Context: an optimization exercise on an open-source flow, tuned for small area. The choices shown serve that exercise and are no tape-out recipe. The RTL was checked by simulation tests, not by an equivalence proof against the original design. The flow treats the clock pin as an ideal source, which a real chip does not have. Power figures rest on the tool's default switching activity, not on a simulated workload.

Setup of run 1:
==> flow/design.v (excerpt) <==
module ung_rx_parser (
    input  wire        clk,
    input  wire        rst,           
    input  wire        rx_valid,
    input  wire [7:0]  rx_byte,
    output reg         evt_valid,
    output wire [7:0]  evt_addr,
    output wire [31:0] evt_w0,
    output wire [31:0] evt_volume,
    output wire [31:0] evt_amount,
    output wire [31:0] evt_price
);
Size: roughly 550 cells after synthesis, ~110 flip-flops, ~150 I/O pins.
export LEC_CHECK = 0
export CAP_MARGIN = 20
export CORE_MARGIN = 2
export CORE_UTILIZATION = 25
export PLACE_DENSITY = 0.85
export SLEW_MARGIN = 20
create_clock -name core_clock -period 10.0 [get_ports {clk}]
standard.sh (not shown) runs the stock make flow with config.mk's settings and CLKGATE_MAP_FILE= SYNTH_SCRIPT=/design/flow/synth_recipe.tcl, a recipe that flattens the netlist after the stock synthesis.
==> flow/flow/run.sh <==
#!/bin/bash
# The standard layout (standard.sh: standard synthesis, floorplan, place,
# CTS, route, finish) with these changes:
#  - the port buffers that global placement inserts use the smallest buffer
#    cell instead of the default one;
#  - clock tree synthesis uses clkbuf_8 buffers, no dummy loads, and H-tree
#    leaves of up to CTS_LEAF_SINKS registers (flow/cts.py runs ORFS's cts.tcl
#    after setting that limit, which clock_tree_synthesis has no option for).
# Every ORFS step writes its full log under orfs/logs/ (the CTS step's log is
# orfs/logs/.../4_1_cts.log); make's own output goes to make_*.log here.
set -euo pipefail
here=$(pwd)
args=(
  "BUFFER_PORTS_ARGS=-buffer_cell sky130_fd_sc_hd__buf_1"
  "CTS_ARGS=-sink_clustering_enable -repair_clock_nets -dont_use_dummy_load -buf_list sky130_fd_sc_hd__clkbuf_8"
)
export CTS_LEAF_SINKS=20
bash standard.sh "${args[@]}" place > make_place.log 2>&1
bash standard.sh "${args[@]}" "RUN_SCRIPT=$here/flow/cts.py" RUN_LOG_NAME_STEM=4_1_cts run > make_cts.log 2>&1
test -f orfs/results/sky130hd/ung_rx_parser/base/4_1_cts.odb
bash standard.sh "${args[@]}" finish > make_finish.log 2>&1
==> flow/flow/cts.py <==
import os
from openroad import Design, Tech

tech = Tech()
design = Design(tech)
design.getTritonCts().getParms().setNumMaxLeafSinks(int(os.environ["CTS_LEAF_SINKS"]))
design.evalTclString("source $::env(SCRIPTS_DIR)/cts.tcl")
Per the final summary, run 1 finished and its layout is clean on timing, DRC and antenna.
> inputs changed (run 1 -> run 2)
Settings: swapping 0.85 for 0.6 in PLACE_DENSITY.
==> flow/flow/run.sh <==
#!/bin/bash
# The standard layout (standard.sh: standard synthesis, floorplan, place,
# CTS, route, finish) with these settings changed:
#  - floorplan removes the buffers that ABC put in during synthesis
#    (repair_design and repair_timing later add what the layout needs);
#  - the port buffers that global placement inserts use the smallest buffer
#    cell instead of the default one;
#  - clock tree synthesis uses clkbuf_8 buffers and no dummy loads.
# Every ORFS step writes its full log under orfs/logs/; make's own output
# goes to make.log here.
set -euo pipefail
bash standard.sh \
  "REMOVE_ABC_BUFFERS=1" \
  "BUFFER_PORTS_ARGS=-buffer_cell sky130_fd_sc_hd__buf_1" \
  "CTS_ARGS=-sink_clustering_enable -repair_clock_nets -dont_use_dummy_load -buf_list sky130_fd_sc_hd__clkbuf_8" \
  finish > make.log 2>&1
removed: flow/flow/cts.py
### Flow results
Core utilization: run 2 higher than run 1
Taking run 1 as the reference, in run 2 internal power contribution rose by about 11%; post-CTS repair timing setup buffer count rose by 1.
[inputs] run 3 vs run 2
Settings: swapping 0.6 for 0.85 in PLACE_DENSITY.
diff --git a/flow/flow/run.sh b/flow/flow/run.sh
--- a/flow/flow/run.sh
+++ b/flow/flow/run.sh
@@ -2,5 +2,3 @@
 # The standard layout (standard.sh: standard synthesis, floorplan, place,
-# CTS, route, finish) with these settings changed:
-#  - floorplan removes the buffers that ABC put in during synthesis
-#    (repair_design and repair_timing later add what the layout needs);
+# CTS, route, finish) with two settings changed:
 #  - the port buffers that global placement inserts use the smallest buffer
@@ -12,3 +10,2 @@
 bash standard.sh \
-  "REMOVE_ABC_BUFFERS=1" \
   "BUFFER_PORTS_ARGS=-buffer_cell sky130_fd_sc_hd__buf_1" \
==> notes.md <==
The final clock period utilization by the worst path reported for run 3 is greater than that of run 2 by 0.87 points. Relative contribution of sequential cells to total power: run 3 higher than run 2. Relative to run 2, run 3 degrades maximum clock skew at final layout. Compared with run 2, run 3 shows a post-synthesis to final-layout area growth that is 0.79 points lower. Changes observed in run 3 relative to run 2: hold slack decreased 4.3 ps, total wire length after detailed routing increased 1.1 mm.
[inputs] run 4 vs run 3
Settings: changing PLACE_DENSITY from 0.85 to 0.6.
==> comparison <==
The largest net degree at the start of global routing of run 4 and that of run 3 are within noise of each other. The final reports for run 4 and run 3 show amount of wire on met2 after detailed routing higher in the former. Run 4 against run 3: wire length lower; maximum frequency held steady; final cell utilization of the core held. Run 4 and run 3 ended up with roughly the same overall track demand over capacity in global routing. Data-path buffer share of cell area in the final layout up 0.19 points in run 4 wrt run 3.
--- input diff run 4..run 5 ---
Settings: PLACE_DENSITY now 0.85, was 0.6.
==> flow/flow/run.sh <==
#!/bin/bash
# The standard layout (standard.sh: standard synthesis, floorplan, place,
# CTS, route, finish) with these changes:
#  - the port buffers that global placement inserts use the smallest buffer
#    cell instead of the default one;
#  - clock tree synthesis uses clkbuf_8 buffers, no dummy loads, and H-tree
#    leaves of up to CTS_LEAF_SINKS registers (flow/cts.py runs ORFS's cts.tcl
#    after setting that limit, which clock_tree_synthesis has no option for).
# Every ORFS step writes its full log under orfs/logs/ (the CTS step's log is
# orfs/logs/.../4_1_cts.log); make's own output goes to make_*.log here.
set -euo pipefail
here=$(pwd)
args=(
  "SKIP_REPAIR_TIE_FANOUT=1"
  "BUFFER_PORTS_ARGS=-buffer_cell sky130_fd_sc_hd__buf_1"
  "CTS_ARGS=-sink_clustering_enable -repair_clock_nets -dont_use_dummy_load -buf_list sky130_fd_sc_hd__clkbuf_8"
)
export CTS_LEAF_SINKS=20
bash standard.sh "${args[@]}" place > make_place.log 2>&1
bash standard.sh "${args[@]}" "RUN_SCRIPT=$here/flow/cts.py" RUN_LOG_NAME_STEM=4_1_cts run > make_cts.log 2>&1
test -f orfs/results/sky130hd/ung_rx_parser/base/4_1_cts.odb
bash standard.sh "${args[@]}" finish > make_finish.log 2>&1
==> flow/flow/cts.py (new file) <==
import os
from openroad import Design, Tech

tech = Tech()
design = Design(tech)
design.getTritonCts().getParms().setNumMaxLeafSinks(int(os.environ["CTS_LEAF_SINKS"]))
design.evalTclString("source $::env(SCRIPTS_DIR)/cts.tcl")
[summary]
Run 5 reached the final stage; the timing, design-rule and antenna checks on its layout passed. Compared run 5 vs run 4, and design internal power is down in run 5. Higher setup slack of the critical path after layout goes to run 5 over run 4. Between run 4 and run 5, the sequential share of cell area is higher for run 5.


ung_rx_parser, a different RTL version from the one above (not shown whole).
For scale: about 110 flip-flops, roughly 150 I/O pins, ~6900 sq um of cells after synthesis.
Settings: LEC_CHECK=0, CAP_MARGIN=20, CORE_MARGIN=2, CORE_UTILIZATION=25, GPL_TIMING_DRIVEN=0, PLACE_DENSITY=0.85, SLEW_MARGIN=20; clock period 10.0 ns.
==> flow/flow/run.sh <==
#!/bin/bash
# The standard layout (standard.sh: standard synthesis, floorplan, place,
# CTS, route, finish) with these changes:
#  - the port buffers that global placement inserts use the smallest buffer
#    cell instead of the default one;
#  - clock tree synthesis uses clkbuf_8 buffers, no dummy loads, and H-tree
#    leaves of up to CTS_LEAF_SINKS registers (flow/cts.py runs ORFS's cts.tcl
#    after setting that limit, which clock_tree_synthesis has no option for).
# Every ORFS step writes its full log under orfs/logs/ (the CTS step's log is
# orfs/logs/.../4_1_cts.log); make's own output goes to make_*.log here.
set -euo pipefail
here=$(pwd)
args=(
  "SKIP_REPAIR_TIE_FANOUT=1"
  "BUFFER_PORTS_ARGS=-buffer_cell sky130_fd_sc_hd__buf_1"
  "CTS_ARGS=-sink_clustering_enable -repair_clock_nets -dont_use_dummy_load -buf_list sky130_fd_sc_hd__clkbuf_8"
)
export CTS_LEAF_SINKS=20
bash standard.sh "${args[@]}" place > make_place.log 2>&1
bash standard.sh "${args[@]}" "RUN_SCRIPT=$here/flow/cts.py" RUN_LOG_NAME_STEM=4_1_cts run > make_cts.log 2>&1
test -f orfs/results/sky130hd/ung_rx_parser/base/4_1_cts.odb
bash standard.sh "${args[@]}" finish > make_finish.log 2>&1
==> flow/flow/cts.py <==
import os
from openroad import Design, Tech

tech = Tech()
design = Design(tech)
design.getTritonCts().getParms().setNumMaxLeafSinks(int(os.environ["CTS_LEAF_SINKS"]))
design.evalTclString("source $::env(SCRIPTS_DIR)/cts.tcl")
The baseline went through all stages and came out clean.
Change:
--- a/flow/config.mk
+++ b/flow/config.mk
@@ -9,5 +9,4 @@
 export CORE_MARGIN = 2
 export CORE_UTILIZATION = 25
-export GPL_TIMING_DRIVEN = 0
 export PLACE_DENSITY = 0.85
 export SLEW_MARGIN = 20
Register-to-register slack improves by 60 ps.
Final cell count is lower by 5.2%.
Hold slack improved by 26 ps.
Power goes down by 1.5%.
Worst setup slack is better by 60 ps.
Wire length came out lower by 7.7%.
Design area drops by 5.2%.


== job 101 ==
ung_rx_parser, a different RTL version from the one above (not shown whole).
Size: about 560 cells after synthesis, roughly 110 flip-flops, about 150 I/O pins, ~6800 um2 of cells after synthesis.
export LEC_CHECK = 0
export CAP_MARGIN = 20
export CORE_MARGIN = 2
export CORE_UTILIZATION = 25
export PLACE_DENSITY = 0.85
export SLEW_MARGIN = 20
create_clock -name core_clock -period 10.0 [get_ports {clk}]
==> flow/flow/run.sh <==
#!/bin/bash
# The standard layout (standard.sh: standard synthesis, floorplan, place,
# CTS, route, finish) with these changes:
#  - the constant outputs share one tie cell (SKIP_REPAIR_TIE_FANOUT=1)
#    instead of one tie cell each;
#  - the port buffers that global placement inserts use the smallest buffer
#    cell (buf_1) instead of the default one;
#  - clock tree synthesis uses clkbuf_8 buffers, no dummy loads, and H-tree
#    leaves of up to CTS_LEAF_SINKS registers (flow/cts.py runs ORFS's cts.tcl
#    after setting that limit, which clock_tree_synthesis has no option for).
# Every ORFS step writes its full log under orfs/logs/ (the CTS step's log is
# orfs/logs/.../4_1_cts.log); make's own output goes to make_*.log here.
set -euo pipefail
here=$(pwd)
args=(
  "SKIP_REPAIR_TIE_FANOUT=1"
  "BUFFER_PORTS_ARGS=-buffer_cell sky130_fd_sc_hd__buf_1"
  "CTS_ARGS=-sink_clustering_enable -repair_clock_nets -dont_use_dummy_load -buf_list sky130_fd_sc_hd__clkbuf_8"
)
export CTS_LEAF_SINKS=20
bash standard.sh "${args[@]}" place > make_place.log 2>&1
bash standard.sh "${args[@]}" "RUN_SCRIPT=$here/flow/cts.py" RUN_LOG_NAME_STEM=4_1_cts run > make_cts.log 2>&1
test -f orfs/results/sky130hd/ung_rx_parser/base/4_1_cts.odb
bash standard.sh "${args[@]}" finish > make_finish.log 2>&1
Scripts as last shown in full above: flow/flow/cts.py
Job 101: full flow OK, the timing, design-rule and antenna checks passed
Inputs modified between job 101 and job 102:
diff --git a/flow/config.mk b/flow/config.mk
--- a/flow/config.mk
+++ b/flow/config.mk
@@ -8,0 +9,2 @@
+export CELL_PAD_IN_SITES_DETAIL_PLACEMENT = 0
+export CELL_PAD_IN_SITES_GLOBAL_PLACEMENT = 0
==> notes.md <==
Comparing job 102 with job 101, the worst hold slack came out essentially unchanged. Total track usage came out exactly the same in job 102 and job 101. Job 102 vs. job 101: instance count along the most critical hold path now sits at about the same level, routed wire length now sits at about the same level, DRC violation total after the first TritonRoute iteration now sits at about the same level, synthesized-area fraction occupied by ao, oa, aoi and oai cells now sits at about the same level.

[re-timing with driven ports]
No port has a modelled driver above. Below, the same layouts with a new extraction and two added sets of constraints.
Step 1 sets driving cells, clkbuf_16 on the clock port and buf_2 on the other inputs (assumed; they add their load-dependent delay and slew).
Step 2 times the ports against the registers' clock, not the clock port: input delays grow and output delays shrink by t, the midpoint of the rising clock arrivals with the driver on.
Slacks: ideal ports / drivers / drivers and shift; pairs: ideal ports / drivers.
run	t (ns)	setup WS [ns]	hold WS [ns]	clock arrival spread, ns	worst data-port slew with drivers (ns)
run 1	0.396	0.256 / 0.256 / 0.256	0.429 / 0.429 / 0.429	0.035 / 0.035	0.06
run 2	0.467	0.315 / 0.315 / 0.315	0.425 / 0.425 / 0.425	0.039 / 0.039	0.05
run 3	0.453	0.228 / 0.228 / 0.228	0.421 / 0.421 / 0.421	0.038 / 0.038	0.06
run 4	0.447	0.240 / 0.240 / 0.240	0.398 / 0.398 / 0.398	0.038 / 0.038	0.04
run 5	0.389	0.269 / 0.269 / 0.269	0.427 / 0.427 / 0.427	0.039 / 0.039	0.08
the first run of note 2	0.402	0.199 / 0.199 / 0.199	0.408 / 0.408 / 0.408	0.025 / 0.025	0.06
the second run of note 2	0.412	0.258 / 0.258 / 0.258	0.434 / 0.434 / 0.434	0.038 / 0.038	0.06
job 101	0.395	0.260 / 0.260 / 0.260	0.433 / 0.433 / 0.433	0.044 / 0.044	0.06
job 102	0.395	0.260 / 0.260 / 0.260	0.433 / 0.433 / 0.433	0.044 / 0.044	0.06
After both steps every run listed still meets setup and hold.
